Source: an optimization exercise on an open RTL-to-GDS flow (aim: small area). Production flows keep margins and buffers that such runs may drop. In this exercise RTL edits were held to simulation tests only and were not proved equivalent to the original. The flow treats the clock pin as an ideal source, which a real chip does not have. No activity file was given, so power comes from the tool's default toggle rates.

==> exp/delta: inputs <==
==> flow/design.v (excerpt) <==
module kmb (
    input  wire        clk,
    input  wire        rst,         
    input  wire [12:0] key_in,
    input  wire        btn_in,
    input  wire        tick_ms,
    input  wire        tx_ready,
    output wire        tx_valid,
    output wire [7:0]  tx_data,
    output wire        tx_last,
    output wire        led,
    output wire        overlay,
    output reg         res_valid,
    output reg  [2:0]  res_kind,
    output reg  [3:0]  res_line,
    output reg  [1:0]  res_slot
);
    localparam [4:0] S_IDLE  = 5'd0;
    localparam [4:0] S_SCAN  = 5'd1;
    localparam [4:0] S_TXN0  = 5'd2;    
    localparam [4:0] S_TXN1  = 5'd3;    
    localparam [4:0] S_TXN2  = 5'd4;    
    localparam [4:0] S_WSET  = 5'd5;    
    localparam [4:0] S_FLASH = 5'd16;
    localparam [4:0] S_WON   = 5'd17;   
    localparam [4:0] S_FGAP  = 5'd18;
    localparam [4:0] S_WOFF  = 5'd19;   
    localparam [4:0] S_TOP   = 5'd20;
  ...
Settings: LEC_CHECK=0, CAP_MARGIN=20, CORE_MARGIN=2, CORE_UTILIZATION=40, SLEW_MARGIN=20; clock period 10.0 ns.
standard.sh (not shown) runs the stock make flow with config.mk's settings and CLKGATE_MAP_FILE= SYNTH_SCRIPT=/design/flow/synth_recipe.tcl, a recipe that flattens the netlist after the stock synthesis.
==> flow/flow/run.sh <==
#!/bin/bash
# Own layout flow: the standard ORFS flow (standard.sh) with
#  - synthesis as standard (same script, same register mapping) except for
#    the combinational mapping: no full-adder extraction, and an ABC script
#    built on &deepsyn; it runs with four random seeds and keeps the netlist
#    with the smallest cell area,
#  - minimum-size port buffers,
#  - no timing-driven global placement,
#  - a two-level clock tree built by flow/cts_tree.tcl.
# Each tool's output goes to the logs ORFS writes under orfs/ and syn*/;
# this script's own output goes to run_*.log in the work folder.
set -euo pipefail
W=$PWD
F=$W/flow
sed "s#^source \$::env(SCRIPTS_DIR)/synth_preamble.tcl#&\nset abc_args [list -script \$::env(MY_ABC_SCRIPT) {*}\$lib_args {*}\$lib_dont_use_args -constr \$::env(OBJECTS_DIR)/abc.constr]#" \
    "$FLOW_HOME/scripts/synth.tcl" > "$W/synth_mod.tcl"
sed "s#\$::env(SCRIPTS_DIR)/synth.tcl#$W/synth_mod.tcl#" "$W/synth_recipe.tcl" > "$W/my_synth.tcl"

ARGS=(SYNTH_SCRIPT="$W/my_synth.tcl" ADDER_MAP_FILE= ABC_AREA=1 GPL_TIMING_DRIVEN=0
      BUFFER_PORTS_ARGS="-buffer_cell sky130_fd_sc_hd__buf_1"
      CTS_ARGS="-clk_nets clk -repair_clock_nets -dont_use_dummy_load"
      PRE_CTS_TCL="$F/cts_tree.tcl")

# synthesis with several ABC seeds, in parallel
SEEDS="0 1 2 3"
for s in $SEEDS; do
  sed "s/@SEED@/$s/" "$F/area.abc" > "$W/area_$s.abc"
  bash "$W/standard.sh" "${ARGS[@]}" WORK_HOME="$W/syn$s" MY_ABC_SCRIPT="$W/area_$s.abc" synth \
      > "$W/run_synth_$s.log" 2>&1 &
done
wait
best=""
best_area=""
for s in $SEEDS; do
  rpt="$W/syn$s/reports/sky130hd/kmb/base/synth_stat.txt"
  [[ -f "$rpt" ]] || continue
  a=$(awk '/Chip area/ {print $NF}' "$rpt")
  echo "seed $s: area $a" >> "$W/run_select.log"
  if [[ -z "$best" ]] || awk -v a="$a" -v b="$best_area" 'BEGIN {exit !(a < b)}'; then
    best=$s
    best_area=$a
  fi
done
echo "selected seed $best ($best_area)" >> "$W/run_select.log"
rm -rf "$W/orfs"
cp -a "$W/syn$best" "$W/orfs"
bash "$W/standard.sh" "${ARGS[@]}" MY_ABC_SCRIPT="$W/area_$best.abc" finish > "$W/run_flow.log" 2>&1
==> flow/flow/area.abc <==
strash
&get -n
&deepsyn -J 50 -T 150 -S @SEED@
&dch -f
&nf -R 1000 -p -F 10 -A 10
&put
strash
&get -n
&dch -f
&nf -R 1000 -p -F 10 -A 10
&put
==> flow/flow/cts_tree.tcl <==
# Two-level clock tree built here instead of by TritonCTS: the register
# clock pins are split into K groups of equal size by k-means on their positions; each
# group is driven by one leaf buffer at its centre, and one root buffer at
# the centre of the leaves drives the leaf buffers from the clock port.
set K 4
set leaf_master [[ord::get_db] findMaster sky130_fd_sc_hd__buf_6]
set root_master [[ord::get_db] findMaster sky130_fd_sc_hd__clkbuf_2]
set block [ord::get_db_block]
set clknet [$block findNet clk]
set pts {}
foreach it [$clknet getITerms] {
  set bb [[$it getInst] getBBox]
  lappend pts [list $it [expr {([$bb xMin] + [$bb xMax]) / 2.0}] [expr {([$bb yMin] + [$bb yMax]) / 2.0}]]
}
set n [llength $pts]
set pts [lsort -real -index 1 $pts]
# initial centres: spread along x
set cx {}
set cy {}
for {set k 0} {$k < $K} {incr k} {
  set p [lindex $pts [expr {int(($k + 0.5) * $n / $K)}]]
  lappend cx [lindex $p 1]
  lappend cy [lindex $p 2]
}
# k-means with at most ceil(n / K) registers per group: each pass assigns
# the (register, group) pairs in order of distance, skipping full groups
set cap [expr {($n + $K - 1) / $K}]
for {set iter 0} {$iter < 30} {incr iter} {
  set pairs {}
  for {set i 0} {$i < $n} {incr i} {
    set p [lindex $pts $i]
    for {set k 0} {$k < $K} {incr k} {
      set d [expr {abs([lindex $p 1] - [lindex $cx $k]) + abs([lindex $p 2] - [lindex $cy $k])}]
      lappend pairs [list $d $i $k]
    }
  }
  set pairs [lsort -real -index 0 $pairs]
  set asg [lrepeat $n -1]
  set fill [lrepeat $K 0]
  foreach pr $pairs {
    lassign $pr d i k
    if {[lindex $asg $i] >= 0 || [lindex $fill $k] >= $cap} continue
    lset asg $i $k
    lset fill $k [expr {[lindex $fill $k] + 1}]
  }
  set sx [lrepeat $K 0.0]; set sy [lrepeat $K 0.0]; set sc [lrepeat $K 0]
  foreach p $pts a $asg {
    lset sx $a [expr {[lindex $sx $a] + [lindex $p 1]}]
    lset sy $a [expr {[lindex $sy $a] + [lindex $p 2]}]
    lset sc $a [expr {[lindex $sc $a] + 1}]
  }
  for {set k 0} {$k < $K} {incr k} {
    if {[lindex $sc $k] > 0} {
      lset cx $k [expr {[lindex $sx $k] / [lindex $sc $k]}]
      lset cy $k [expr {[lindex $sy $k] / [lindex $sc $k]}]
    }
  }
}
set root [odb::dbInst_create $block $root_master clkbuf_root]
set rnet [odb::dbNet_create $block clknet_root]
$rnet setSigType CLOCK
set rx 0.0; set ry 0.0; set used 0
for {set k 0} {$k < $K} {incr k} {
  if {[lindex $sc $k] == 0} continue
  set b [odb::dbInst_create $block $leaf_master clkbuf_leaf_$k]
  set net [odb::dbNet_create $block clknet_leaf_$k]
  $net setSigType CLOCK
  foreach p $pts a $asg {
    if {$a == $k} {
      set it [lindex $p 0]
      $it disconnect
      $it connect $net
    }
  }
  [$b findITerm A] connect $rnet
  [$b findITerm X] connect $net
  $b setLocation [expr {int([lindex $cx $k])}] [expr {int([lindex $cy $k])}]
  $b setPlacementStatus PLACED
  set rx [expr {$rx + [lindex $cx $k]}]
  set ry [expr {$ry + [lindex $cy $k]}]
  incr used
  puts "clock tree: leaf $k drives [lindex $sc $k] registers"
}
[$root findITerm A] connect $clknet
[$root findITerm X] connect $rnet
$root setLocation [expr {int($rx / $used)}] [expr {int($ry / $used)}]
$root setPlacementStatus PLACED
puts "clock tree: root drives $used leaf buffers, $n registers in all"
==> exp/harbor: changes against exp/delta <==
--- a/flow/design.v
+++ b/flow/design.v
@@ -36,21 +36,21 @@
     localparam [4:0] S_OCTUP = 5'd28;
     localparam [4:0] S_WUP   = 5'd29;   
     localparam [2:0] K_CLAIM    = 3'd0;
     localparam [2:0] K_FREE     = 3'd2;
     localparam [2:0] K_OVERFLOW = 3'd3;
     localparam [2:0] K_SPURIOUS = 3'd4;
     reg [4:0]  st;
-    reg [12:0] cur;
+    reg [12:0] cur;        
     reg [12:0] ack;        
     reg [3:0]  octave;
     reg [1:0]  preset;
     reg [3:0]  slot_k0, slot_k1, slot_k2, slot_k3;    
-    wire [8:0] cnt = cur[8:0];     
-    wire [2:0] aux = cur[11:9];    
+    reg [8:0]  cnt;        
+    reg [2:0]  aux;        
     wire [12:0] pend = ack ^ cur;
     reg [3:0] line;
     integer i;
     always @(*) begin
         line = 4'd0;
         for (i = 12; i >= 0; i = i - 1)
             if (pend[i]) line = i[3:0];
@@ -92,36 +92,16 @@
     end
     assign tx_valid = (st == S_TXN0) || (st == S_TXN1) || (st == S_TXN2) ||
                       (st == S_TXC0) || (st == S_TXC1);
     assign tx_data  = byte_o;
     assign tx_last  = last_o;
     assign led      = (st == S_WON) || (st == S_FGAP);
     assign overlay  = st[4];
-    reg [2:0] aux_next;
-    always @(*) begin
-        aux_next = aux;
-        case (st)
-            S_FGAP:  aux_next = aux + 3'd1;
-            S_TOP:   aux_next = 3'd0;
-            S_CH:    if (!aux[2] && !key_in[aux[1:0]]) aux_next = aux + 3'd1;
-            S_CHW:   aux_next = aux + 3'd1;
-            default: ;
-        endcase
-    end
     always @(posedge clk) begin
-        case (st)
-            S_IDLE: cur <= {key_in[12], btn_in ? 3'd0 : key_in[11:9], key_in[8:0]};
-            S_SCAN, S_TXN0, S_TXN1, S_TXN2: ;
-            default: begin
-                cur[8:0]  <= in_wait ? cnt + {8'd0, tick_ms} : 9'd0;
-                cur[11:9] <= aux_next;
-            end
-        endcase
-    end
-    always @(posedge clk) begin
+        cnt <= in_wait ? cnt + {8'd0, tick_ms} : 9'd0;
         if (rst) begin
             st        <= S_IDLE;
             ack       <= 13'd0;
             octave    <= 4'd5;
             preset    <= 2'd0;
             slot_k0   <= 4'hF;
             slot_k1   <= 4'hF;
@@ -131,14 +111,16 @@
             res_kind  <= 3'd0;
             res_line  <= 4'd0;
             res_slot  <= 2'd0;
         end else begin
             res_valid <= 1'b0;
             case (st)
                 S_IDLE: begin
+                    cur <= key_in;
+                    aux <= 3'd0;
                     if (btn_in) st <= S_FLASH;
                     else        st <= S_SCAN;
                 end
                 S_SCAN: begin
                     if (!any_pend) begin
                         st <= S_IDLE;
                     end else begin
@@ -163,31 +145,39 @@
                 S_TXN2: if (tx_ready) st <= S_SCAN;
                 S_WSET: if (done_50) st <= S_IDLE;
                 S_FLASH: begin
                     if (aux[1:0] == preset) st <= S_TOP;
                     else                    st <= S_WON;
                 end
                 S_WON:  if (done_150) st <= S_FGAP;
-                S_FGAP: st <= S_WOFF;
+                S_FGAP: begin
+                    aux <= aux + 3'd1;
+                    st  <= S_WOFF;
+                end
                 S_WOFF: if (done_150) st <= S_FLASH;
                 S_TOP: begin
+                    aux <= 3'd0;
                     if (btn_in) begin
                         st  <= S_CH;
                     end else begin
                         preset <= preset + 2'd1;
                         st     <= S_WSET;
                     end
                 end
                 S_CH: begin
-                    if (aux[2])                st <= S_OCTDN;
-                    else if (key_in[aux[1:0]]) st <= S_TXC0;
+                    if (aux[2])                st  <= S_OCTDN;
+                    else if (key_in[aux[1:0]]) st  <= S_TXC0;
+                    else                       aux <= aux + 3'd1;
                 end
                 S_TXC0: if (tx_ready) st <= S_TXC1;
                 S_TXC1: if (tx_ready) st <= S_CHW;
-                S_CHW: st <= S_WCH;
+                S_CHW: begin
+                    aux <= aux + 3'd1;
+                    st  <= S_WCH;
+                end
                 S_WCH: if (done_100) st <= S_CH;
                 S_OCTDN: begin
                     if (key_in[11]) begin
                         if (octave != 4'd0) octave <= octave - 4'd1;
                         st <= S_WDN;
                     end else begin
                         st <= S_OCTUP;
--- a/flow/flow/cts_tree.tcl
+++ b/flow/flow/cts_tree.tcl
@@ -1,12 +1,12 @@
 # Two-level clock tree built here instead of by TritonCTS: the register
 # clock pins are split into K groups of equal size by k-means on their positions; each
 # group is driven by one leaf buffer at its centre, and one root buffer at
 # the centre of the leaves drives the leaf buffers from the clock port.
-set K 4
+set K 6
 set leaf_master [[ord::get_db] findMaster sky130_fd_sc_hd__buf_6]
 set root_master [[ord::get_db] findMaster sky130_fd_sc_hd__clkbuf_2]
 set block [ord::get_db_block]
 set clknet [$block findNet clk]
 set pts {}
 foreach it [$clknet getITerms] {
   set bb [[$it getInst] getBBox]
==> exp/sierra: changes against exp/delta <==
--- a/flow/design.v
+++ b/flow/design.v
@@ -36,21 +36,21 @@
     localparam [4:0] S_OCTUP = 5'd28;
     localparam [4:0] S_WUP   = 5'd29;   
     localparam [2:0] K_CLAIM    = 3'd0;
     localparam [2:0] K_FREE     = 3'd2;
     localparam [2:0] K_OVERFLOW = 3'd3;
     localparam [2:0] K_SPURIOUS = 3'd4;
     reg [4:0]  st;
-    reg [12:0] cur;
+    reg [12:0] cur;        
     reg [12:0] ack;        
     reg [3:0]  octave;
     reg [1:0]  preset;
     reg [3:0]  slot_k0, slot_k1, slot_k2, slot_k3;    
-    wire [8:0] cnt = cur[8:0];     
-    wire [2:0] aux = cur[11:9];    
+    reg [8:0]  cnt;        
+    reg [2:0]  aux;        
     wire [12:0] pend = ack ^ cur;
     reg [3:0] line;
     integer i;
     always @(*) begin
         line = 4'd0;
         for (i = 12; i >= 0; i = i - 1)
             if (pend[i]) line = i[3:0];
@@ -92,102 +92,91 @@
     end
     assign tx_valid = (st == S_TXN0) || (st == S_TXN1) || (st == S_TXN2) ||
                       (st == S_TXC0) || (st == S_TXC1);
     assign tx_data  = byte_o;
     assign tx_last  = last_o;
     assign led      = (st == S_WON) || (st == S_FGAP);
     assign overlay  = st[4];
-    reg [2:0] aux_next;
-    always @(*) begin
-        aux_next = aux;
-        case (st)
-            S_FGAP:  aux_next = aux + 3'd1;
-            S_TOP:   aux_next = 3'd0;
-            S_CH:    if (!aux[2] && !key_in[aux[1:0]]) aux_next = aux + 3'd1;
-            S_CHW:   aux_next = aux + 3'd1;
-            default: ;
-        endcase
+    wire       slot_wr = (st == S_SCAN) && any_pend && arb_ok;
+    wire [3:0] slot_d  = (rst || !pressed) ? 4'hF : line;
+    always @(posedge clk) begin
+        if (rst || (slot_wr && arb_slot == 2'd0)) slot_k0 <= slot_d;
+        if (rst || (slot_wr && arb_slot == 2'd1)) slot_k1 <= slot_d;
+        if (rst || (slot_wr && arb_slot == 2'd2)) slot_k2 <= slot_d;
+        if (rst || (slot_wr && arb_slot == 2'd3)) slot_k3 <= slot_d;
     end
     always @(posedge clk) begin
-        case (st)
-            S_IDLE: cur <= {key_in[12], btn_in ? 3'd0 : key_in[11:9], key_in[8:0]};
-            S_SCAN, S_TXN0, S_TXN1, S_TXN2: ;
-            default: begin
-                cur[8:0]  <= in_wait ? cnt + {8'd0, tick_ms} : 9'd0;
-                cur[11:9] <= aux_next;
-            end
-        endcase
-    end
-    always @(posedge clk) begin
+        cnt <= in_wait ? cnt + {8'd0, tick_ms} : 9'd0;
         if (rst) begin
             st        <= S_IDLE;
             ack       <= 13'd0;
             octave    <= 4'd5;
             preset    <= 2'd0;
-            slot_k0   <= 4'hF;
-            slot_k1   <= 4'hF;
-            slot_k2   <= 4'hF;
-            slot_k3   <= 4'hF;
             res_valid <= 1'b0;
             res_kind  <= 3'd0;
             res_line  <= 4'd0;
             res_slot  <= 2'd0;
         end else begin
             res_valid <= 1'b0;
             case (st)
                 S_IDLE: begin
-                    if (btn_in) st <= S_FLASH;
-                    else        st <= S_SCAN;
+                    if (btn_in) begin
+                        aux <= 3'd0;
+                        st  <= S_FLASH;
+                    end else begin
+                        cur <= key_in;
+                        st  <= S_SCAN;
+                    end
                 end
                 S_SCAN: begin
                     if (!any_pend) begin
                         st <= S_IDLE;
                     end else begin
                         ack[line] <= pressed;
                         res_valid <= 1'b1;
                         res_kind  <= arb_kind;
                         res_line  <= line;
                         res_slot  <= arb_slot;
-                        if (arb_ok) begin
-                            case (arb_slot)
-                                2'd0: slot_k0 <= pressed ? line : 4'hF;
-                                2'd1: slot_k1 <= pressed ? line : 4'hF;
-                                2'd2: slot_k2 <= pressed ? line : 4'hF;
-                                default: slot_k3 <= pressed ? line : 4'hF;
-                            endcase
-                            st <= S_TXN0;
-                        end
+                        if (arb_ok) st <= S_TXN0;
                     end
                 end
                 S_TXN0: if (tx_ready) st <= S_TXN1;
                 S_TXN1: if (tx_ready) st <= S_TXN2;
                 S_TXN2: if (tx_ready) st <= S_SCAN;
                 S_WSET: if (done_50) st <= S_IDLE;
                 S_FLASH: begin
                     if (aux[1:0] == preset) st <= S_TOP;
                     else                    st <= S_WON;
                 end
                 S_WON:  if (done_150) st <= S_FGAP;
-                S_FGAP: st <= S_WOFF;
+                S_FGAP: begin
+                    aux <= aux + 3'd1;
+                    st  <= S_WOFF;
+                end
                 S_WOFF: if (done_150) st <= S_FLASH;
                 S_TOP: begin
                     if (btn_in) begin
+                        aux <= 3'd0;
                         st  <= S_CH;
                     end else begin
                         preset <= preset + 2'd1;
                         st     <= S_WSET;
                     end
                 end
                 S_CH: begin
-                    if (aux[2])                st <= S_OCTDN;
-                    else if (key_in[aux[1:0]]) st <= S_TXC0;
+                    if (aux[2])                st  <= S_OCTDN;
+                    else if (key_in[aux[1:0]]) st  <= S_TXC0;
+                    else                       aux <= aux + 3'd1;
                 end
                 S_TXC0: if (tx_ready) st <= S_TXC1;
                 S_TXC1: if (tx_ready) st <= S_CHW;
-                S_CHW: st <= S_WCH;
+                S_CHW: begin
+                    aux <= aux + 3'd1;
+                    st  <= S_WCH;
+                end
                 S_WCH: if (done_100) st <= S_CH;
                 S_OCTDN: begin
                     if (key_in[11]) begin
                         if (octave != 4'd0) octave <= octave - 4'd1;
                         st <= S_WDN;
                     end else begin
                         st <= S_OCTUP;
--- a/flow/flow/run.sh
+++ b/flow/flow/run.sh
@@ -12,15 +12,15 @@
 set -euo pipefail
 W=$PWD
 F=$W/flow
 sed "s#^source \$::env(SCRIPTS_DIR)/synth_preamble.tcl#&\nset abc_args [list -script \$::env(MY_ABC_SCRIPT) {*}\$lib_args {*}\$lib_dont_use_args -constr \$::env(OBJECTS_DIR)/abc.constr]#" \
     "$FLOW_HOME/scripts/synth.tcl" > "$W/synth_mod.tcl"
 sed "s#\$::env(SCRIPTS_DIR)/synth.tcl#$W/synth_mod.tcl#" "$W/synth_recipe.tcl" > "$W/my_synth.tcl"
 
-ARGS=(SYNTH_SCRIPT="$W/my_synth.tcl" ADDER_MAP_FILE= ABC_AREA=1 GPL_TIMING_DRIVEN=0
+ARGS=(SYNTH_SCRIPT="$W/my_synth.tcl" CAP_MARGIN=0 SLEW_MARGIN=0 ADDER_MAP_FILE= ABC_AREA=1 GPL_TIMING_DRIVEN=0
       BUFFER_PORTS_ARGS="-buffer_cell sky130_fd_sc_hd__buf_1"
       CTS_ARGS="-clk_nets clk -repair_clock_nets -dont_use_dummy_load"
       PRE_CTS_TCL="$F/cts_tree.tcl")
 
 # synthesis with several ABC seeds, in parallel
 SEEDS="0 1 2 3"
 for s in $SEEDS; do
==> flow/flow/area.abc (replaced) <==
strash
&get -n
&deepsyn -T 30 -S @SEED@
&dch -f
&nf -R 1000 -p -F 10 -A 10
&put
strash
&get -n
&dch -f
&nf -R 1000 -p -F 10 -A 10
&put
--- a/flow/flow/cts_tree.tcl
+++ b/flow/flow/cts_tree.tcl
@@ -1,14 +1,14 @@
 # Two-level clock tree built here instead of by TritonCTS: the register
-# clock pins are split into K groups of equal size by k-means on their positions; each
+# clock pins are split into K groups by k-means on their positions; each
 # group is driven by one leaf buffer at its centre, and one root buffer at
 # the centre of the leaves drives the leaf buffers from the clock port.
-set K 4
-set leaf_master [[ord::get_db] findMaster sky130_fd_sc_hd__buf_6]
-set root_master [[ord::get_db] findMaster sky130_fd_sc_hd__clkbuf_2]
+set K 5
+set leaf_master [[ord::get_db] findMaster sky130_fd_sc_hd__clkbuf_8]
+set root_master [[ord::get_db] findMaster sky130_fd_sc_hd__clkbuf_4]
 set block [ord::get_db_block]
 set clknet [$block findNet clk]
 set pts {}
 foreach it [$clknet getITerms] {
   set bb [[$it getInst] getBBox]
   lappend pts [list $it [expr {([$bb xMin] + [$bb xMax]) / 2.0}] [expr {([$bb yMin] + [$bb yMax]) / 2.0}]]
 }
@@ -18,34 +18,24 @@
 set cx {}
 set cy {}
 for {set k 0} {$k < $K} {incr k} {
   set p [lindex $pts [expr {int(($k + 0.5) * $n / $K)}]]
   lappend cx [lindex $p 1]
   lappend cy [lindex $p 2]
 }
-# k-means with at most ceil(n / K) registers per group: each pass assigns
-# the (register, group) pairs in order of distance, skipping full groups
-set cap [expr {($n + $K - 1) / $K}]
 for {set iter 0} {$iter < 30} {incr iter} {
-  set pairs {}
-  for {set i 0} {$i < $n} {incr i} {
-    set p [lindex $pts $i]
+  set asg {}
+  foreach p $pts {
+    set best 0
+    set bd 1e30
     for {set k 0} {$k < $K} {incr k} {
       set d [expr {abs([lindex $p 1] - [lindex $cx $k]) + abs([lindex $p 2] - [lindex $cy $k])}]
-      lappend pairs [list $d $i $k]
+      if {$d < $bd} { set bd $d; set best $k }
     }
-  }
-  set pairs [lsort -real -index 0 $pairs]
-  set asg [lrepeat $n -1]
-  set fill [lrepeat $K 0]
-  foreach pr $pairs {
-    lassign $pr d i k
-    if {[lindex $asg $i] >= 0 || [lindex $fill $k] >= $cap} continue
-    lset asg $i $k
-    lset fill $k [expr {[lindex $fill $k] + 1}]
+    lappend asg $best
   }
   set sx [lrepeat $K 0.0]; set sy [lrepeat $K 0.0]; set sc [lrepeat $K 0]
   foreach p $pts a $asg {
     lset sx $a [expr {[lindex $sx $a] + [lindex $p 1]}]
     lset sy $a [expr {[lindex $sy $a] + [lindex $p 2]}]
     lset sc $a [expr {[lindex $sc $a] + 1}]
   }
==> exp/indigo: changes against exp/delta <==
--- a/flow/design.v
+++ b/flow/design.v
@@ -36,21 +36,21 @@
     localparam [4:0] S_OCTUP = 5'd28;
     localparam [4:0] S_WUP   = 5'd29;   
     localparam [2:0] K_CLAIM    = 3'd0;
     localparam [2:0] K_FREE     = 3'd2;
     localparam [2:0] K_OVERFLOW = 3'd3;
     localparam [2:0] K_SPURIOUS = 3'd4;
     reg [4:0]  st;
-    reg [12:0] cur;
+    reg [12:0] cur;        
     reg [12:0] ack;        
     reg [3:0]  octave;
     reg [1:0]  preset;
     reg [3:0]  slot_k0, slot_k1, slot_k2, slot_k3;    
-    wire [8:0] cnt = cur[8:0];     
-    wire [2:0] aux = cur[11:9];    
+    reg [8:0]  cnt;        
+    reg [2:0]  aux;        
     wire [12:0] pend = ack ^ cur;
     reg [3:0] line;
     integer i;
     always @(*) begin
         line = 4'd0;
         for (i = 12; i >= 0; i = i - 1)
             if (pend[i]) line = i[3:0];
@@ -92,36 +92,16 @@
     end
     assign tx_valid = (st == S_TXN0) || (st == S_TXN1) || (st == S_TXN2) ||
                       (st == S_TXC0) || (st == S_TXC1);
     assign tx_data  = byte_o;
     assign tx_last  = last_o;
     assign led      = (st == S_WON) || (st == S_FGAP);
     assign overlay  = st[4];
-    reg [2:0] aux_next;
-    always @(*) begin
-        aux_next = aux;
-        case (st)
-            S_FGAP:  aux_next = aux + 3'd1;
-            S_TOP:   aux_next = 3'd0;
-            S_CH:    if (!aux[2] && !key_in[aux[1:0]]) aux_next = aux + 3'd1;
-            S_CHW:   aux_next = aux + 3'd1;
-            default: ;
-        endcase
-    end
     always @(posedge clk) begin
-        case (st)
-            S_IDLE: cur <= {key_in[12], btn_in ? 3'd0 : key_in[11:9], key_in[8:0]};
-            S_SCAN, S_TXN0, S_TXN1, S_TXN2: ;
-            default: begin
-                cur[8:0]  <= in_wait ? cnt + {8'd0, tick_ms} : 9'd0;
-                cur[11:9] <= aux_next;
-            end
-        endcase
-    end
-    always @(posedge clk) begin
+        cnt <= in_wait ? cnt + {8'd0, tick_ms} : 9'd0;
         if (rst) begin
             st        <= S_IDLE;
             ack       <= 13'd0;
             octave    <= 4'd5;
             preset    <= 2'd0;
             slot_k0   <= 4'hF;
             slot_k1   <= 4'hF;
@@ -131,16 +111,21 @@
             res_kind  <= 3'd0;
             res_line  <= 4'd0;
             res_slot  <= 2'd0;
         end else begin
             res_valid <= 1'b0;
             case (st)
                 S_IDLE: begin
-                    if (btn_in) st <= S_FLASH;
-                    else        st <= S_SCAN;
+                    if (btn_in) begin
+                        aux <= 3'd0;
+                        st  <= S_FLASH;
+                    end else begin
+                        cur <= key_in;
+                        st  <= S_SCAN;
+                    end
                 end
                 S_SCAN: begin
                     if (!any_pend) begin
                         st <= S_IDLE;
                     end else begin
                         ack[line] <= pressed;
                         res_valid <= 1'b1;
@@ -163,31 +148,39 @@
                 S_TXN2: if (tx_ready) st <= S_SCAN;
                 S_WSET: if (done_50) st <= S_IDLE;
                 S_FLASH: begin
                     if (aux[1:0] == preset) st <= S_TOP;
                     else                    st <= S_WON;
                 end
                 S_WON:  if (done_150) st <= S_FGAP;
-                S_FGAP: st <= S_WOFF;
+                S_FGAP: begin
+                    aux <= aux + 3'd1;
+                    st  <= S_WOFF;
+                end
                 S_WOFF: if (done_150) st <= S_FLASH;
                 S_TOP: begin
                     if (btn_in) begin
+                        aux <= 3'd0;
                         st  <= S_CH;
                     end else begin
                         preset <= preset + 2'd1;
                         st     <= S_WSET;
                     end
                 end
                 S_CH: begin
-                    if (aux[2])                st <= S_OCTDN;
-                    else if (key_in[aux[1:0]]) st <= S_TXC0;
+                    if (aux[2])                st  <= S_OCTDN;
+                    else if (key_in[aux[1:0]]) st  <= S_TXC0;
+                    else                       aux <= aux + 3'd1;
                 end
                 S_TXC0: if (tx_ready) st <= S_TXC1;
                 S_TXC1: if (tx_ready) st <= S_CHW;
-                S_CHW: st <= S_WCH;
+                S_CHW: begin
+                    aux <= aux + 3'd1;
+                    st  <= S_WCH;
+                end
                 S_WCH: if (done_100) st <= S_CH;
                 S_OCTDN: begin
                     if (key_in[11]) begin
                         if (octave != 4'd0) octave <= octave - 4'd1;
                         st <= S_WDN;
                     end else begin
                         st <= S_OCTUP;
--- a/flow/flow/cts_tree.tcl
+++ b/flow/flow/cts_tree.tcl
@@ -1,14 +1,14 @@
 # Two-level clock tree built here instead of by TritonCTS: the register
 # clock pins are split into K groups of equal size by k-means on their positions; each
 # group is driven by one leaf buffer at its centre, and one root buffer at
 # the centre of the leaves drives the leaf buffers from the clock port.
-set K 4
-set leaf_master [[ord::get_db] findMaster sky130_fd_sc_hd__buf_6]
-set root_master [[ord::get_db] findMaster sky130_fd_sc_hd__clkbuf_2]
+set K 5
+set leaf_master [[ord::get_db] findMaster sky130_fd_sc_hd__clkbuf_8]
+set root_master [[ord::get_db] findMaster sky130_fd_sc_hd__clkbuf_4]
 set block [ord::get_db_block]
 set clknet [$block findNet clk]
 set pts {}
 foreach it [$clknet getITerms] {
   set bb [[$it getInst] getBBox]
   lappend pts [list $it [expr {([$bb xMin] + [$bb xMax]) / 2.0}] [expr {([$bb yMin] + [$bb yMax]) / 2.0}]]
 }
==> notes <==
exp/sierra passed the timing, design-rule and antenna checks. exp/harbor completed without violations. exp/indigo went through all stages and came out clean. exp/delta ran to the end with no violations. Between exp/sierra and exp/delta, the lower sequential cell count is in exp/delta (gap 12). Against exp/delta, the routed wire length of exp/harbor is higher by 0.52%. In exp/delta the hold slack is better than in exp/sierra, by 31 ps. Sequential power: exp/indigo < exp/harbor < exp/delta < exp/sierra. Between exp/sierra and exp/indigo, the lower register-to-register slack is in exp/indigo (gap 750 ps). Core utilization, highest first: exp/sierra, exp/delta, exp/harbor, exp/indigo. In exp/delta the clock skew is higher than in exp/indigo, by 3.5 ps. The highest area after synthesis belongs to exp/sierra, the lowest to exp/delta. First-iteration DRC count, lowest first: exp/delta, exp/indigo, exp/harbor, exp/sierra. The lowest global-route usage belongs to exp/sierra, the highest to exp/indigo.
==> figures <==
Outcome: exp/sierra timing/DRC/antenna clean; exp/harbor timing/DRC/antenna clean; exp/indigo timing/DRC/antenna clean; exp/delta timing/DRC/antenna clean
Post-route insts no fill: exp/sierra 584; exp/harbor 592; exp/indigo 600; exp/delta 591
Max VDD drop: exp/sierra 0.1091 mV; exp/harbor 0.09669 mV; exp/indigo 0.09018 mV; exp/delta 0.1164 mV
Die area: exp/sierra 10,290 um^2; exp/harbor 10,190 um^2; exp/indigo 10,200 um^2; exp/delta 9725 um^2
Origin of the worst min-delay path: exp/sierra res_kind[0]$_SDFFE_PP0P_; exp/harbor res_kind[0]$_SDFFE_PP0P_; exp/indigo cnt[3]$_SDFF_PN0_; exp/delta ack[8]$_SDFFE_PP0P_
Most instantiated library cell after synthesis: exp/sierra sky130_fd_sc_hd__nor2_1; exp/harbor sky130_fd_sc_hd__dfxtp_1; exp/indigo sky130_fd_sc_hd__dfxtp_1; exp/delta sky130_fd_sc_hd__nor2_1
# nets final: exp/sierra 475; exp/harbor 501; exp/indigo 509; exp/delta 503
Sum of met3 wire segment lengths after detailed routing: exp/sierra 483 um; exp/harbor 356 um; exp/indigo 405 um; exp/delta 366 um
Number of cells on the worst hold path: exp/sierra 2; exp/harbor 2; exp/indigo 1; exp/delta 1
Clock transition time at the flip-flop clock pins of the worst setup and hold paths: exp/sierra 100 ps; exp/harbor 100 ps; exp/indigo 100 ps; exp/delta 120 ps
Via density: exp/sierra 5.483; exp/harbor 5.760; exp/indigo 5.652; exp/delta 5.662
Hold_ws: exp/sierra 465.6 ps; exp/harbor 471.0 ps; exp/indigo 491.3 ps; exp/delta 496.8 ps
Total power draw: exp/sierra 0.9294 mW; exp/harbor 0.9119 mW; exp/indigo 0.8372 mW; exp/delta 1.207 mW
Number of flops mapped to enable cells by yosys: exp/sierra 32; exp/harbor 16; exp/indigo 16; exp/delta 13
Number of placed cells counting well taps: exp/sierra 578; exp/harbor 585; exp/indigo 594; exp/delta 586
Die X-Extent: exp/sierra 101.4 um; exp/harbor 101.0 um; exp/indigo 101.0 um; exp/delta 98.62 um
Mean routed wirelength per cell: exp/sierra 15.42 um; exp/harbor 16.02 um; exp/indigo 16.08 um; exp/delta 15.96 um
Clock period minus final worst setup slack: exp/sierra 4927 ps; exp/harbor 5197 ps; exp/indigo 5678 ps; exp/delta 5313 ps
Latest clock arrival within the worst-skew pair: exp/sierra 410 ps; exp/harbor 480 ps; exp/indigo 410 ps; exp/delta 440 ps
Total standard cell area after synthesis: exp/sierra 3797 um^2; exp/harbor 3761 um^2; exp/indigo 3765 um^2; exp/delta 3581 um^2
Launching element of the worst setup path: exp/sierra cur[0]$_DFFE_PP_; exp/harbor cur[10]$_DFFE_PP_; exp/indigo cur[11]$_DFFE_PP_; exp/delta cur[2]$_DFFE_PP_

[re-timing with driven ports]
How much do the figures lean on ideal ports? The routed layouts below were timed once more, with nothing changed but the port constraints.
Step 1 assumes that a clkbuf_16 drives the clock port and a buf_2 every other input.
Step 2 also shifts input and output timing later by t, the mid clock arrival at the registers, as if the neighbouring blocks saw the same clock.
Slacks: no drivers / after step 1 / after step 2; pairs: no drivers / after step 1.
run	t, ns	slack for setup (ns)	latest minus earliest clock arrival (ns)	worst slew at a driven data input, ns
exp/delta	0.460	4.687 / 4.687 / 4.687	0.020 / 0.020	0.03
exp/harbor	0.506	4.803 / 4.803 / 4.803	0.007 / 0.007	0.03
exp/sierra	0.434	5.073 / 5.073 / 5.073	0.018 / 0.018	0.03
exp/indigo	0.433	4.322 / 4.322 / 4.322	0.017 / 0.016	0.03
After both steps setup and hold are still met in every run listed.
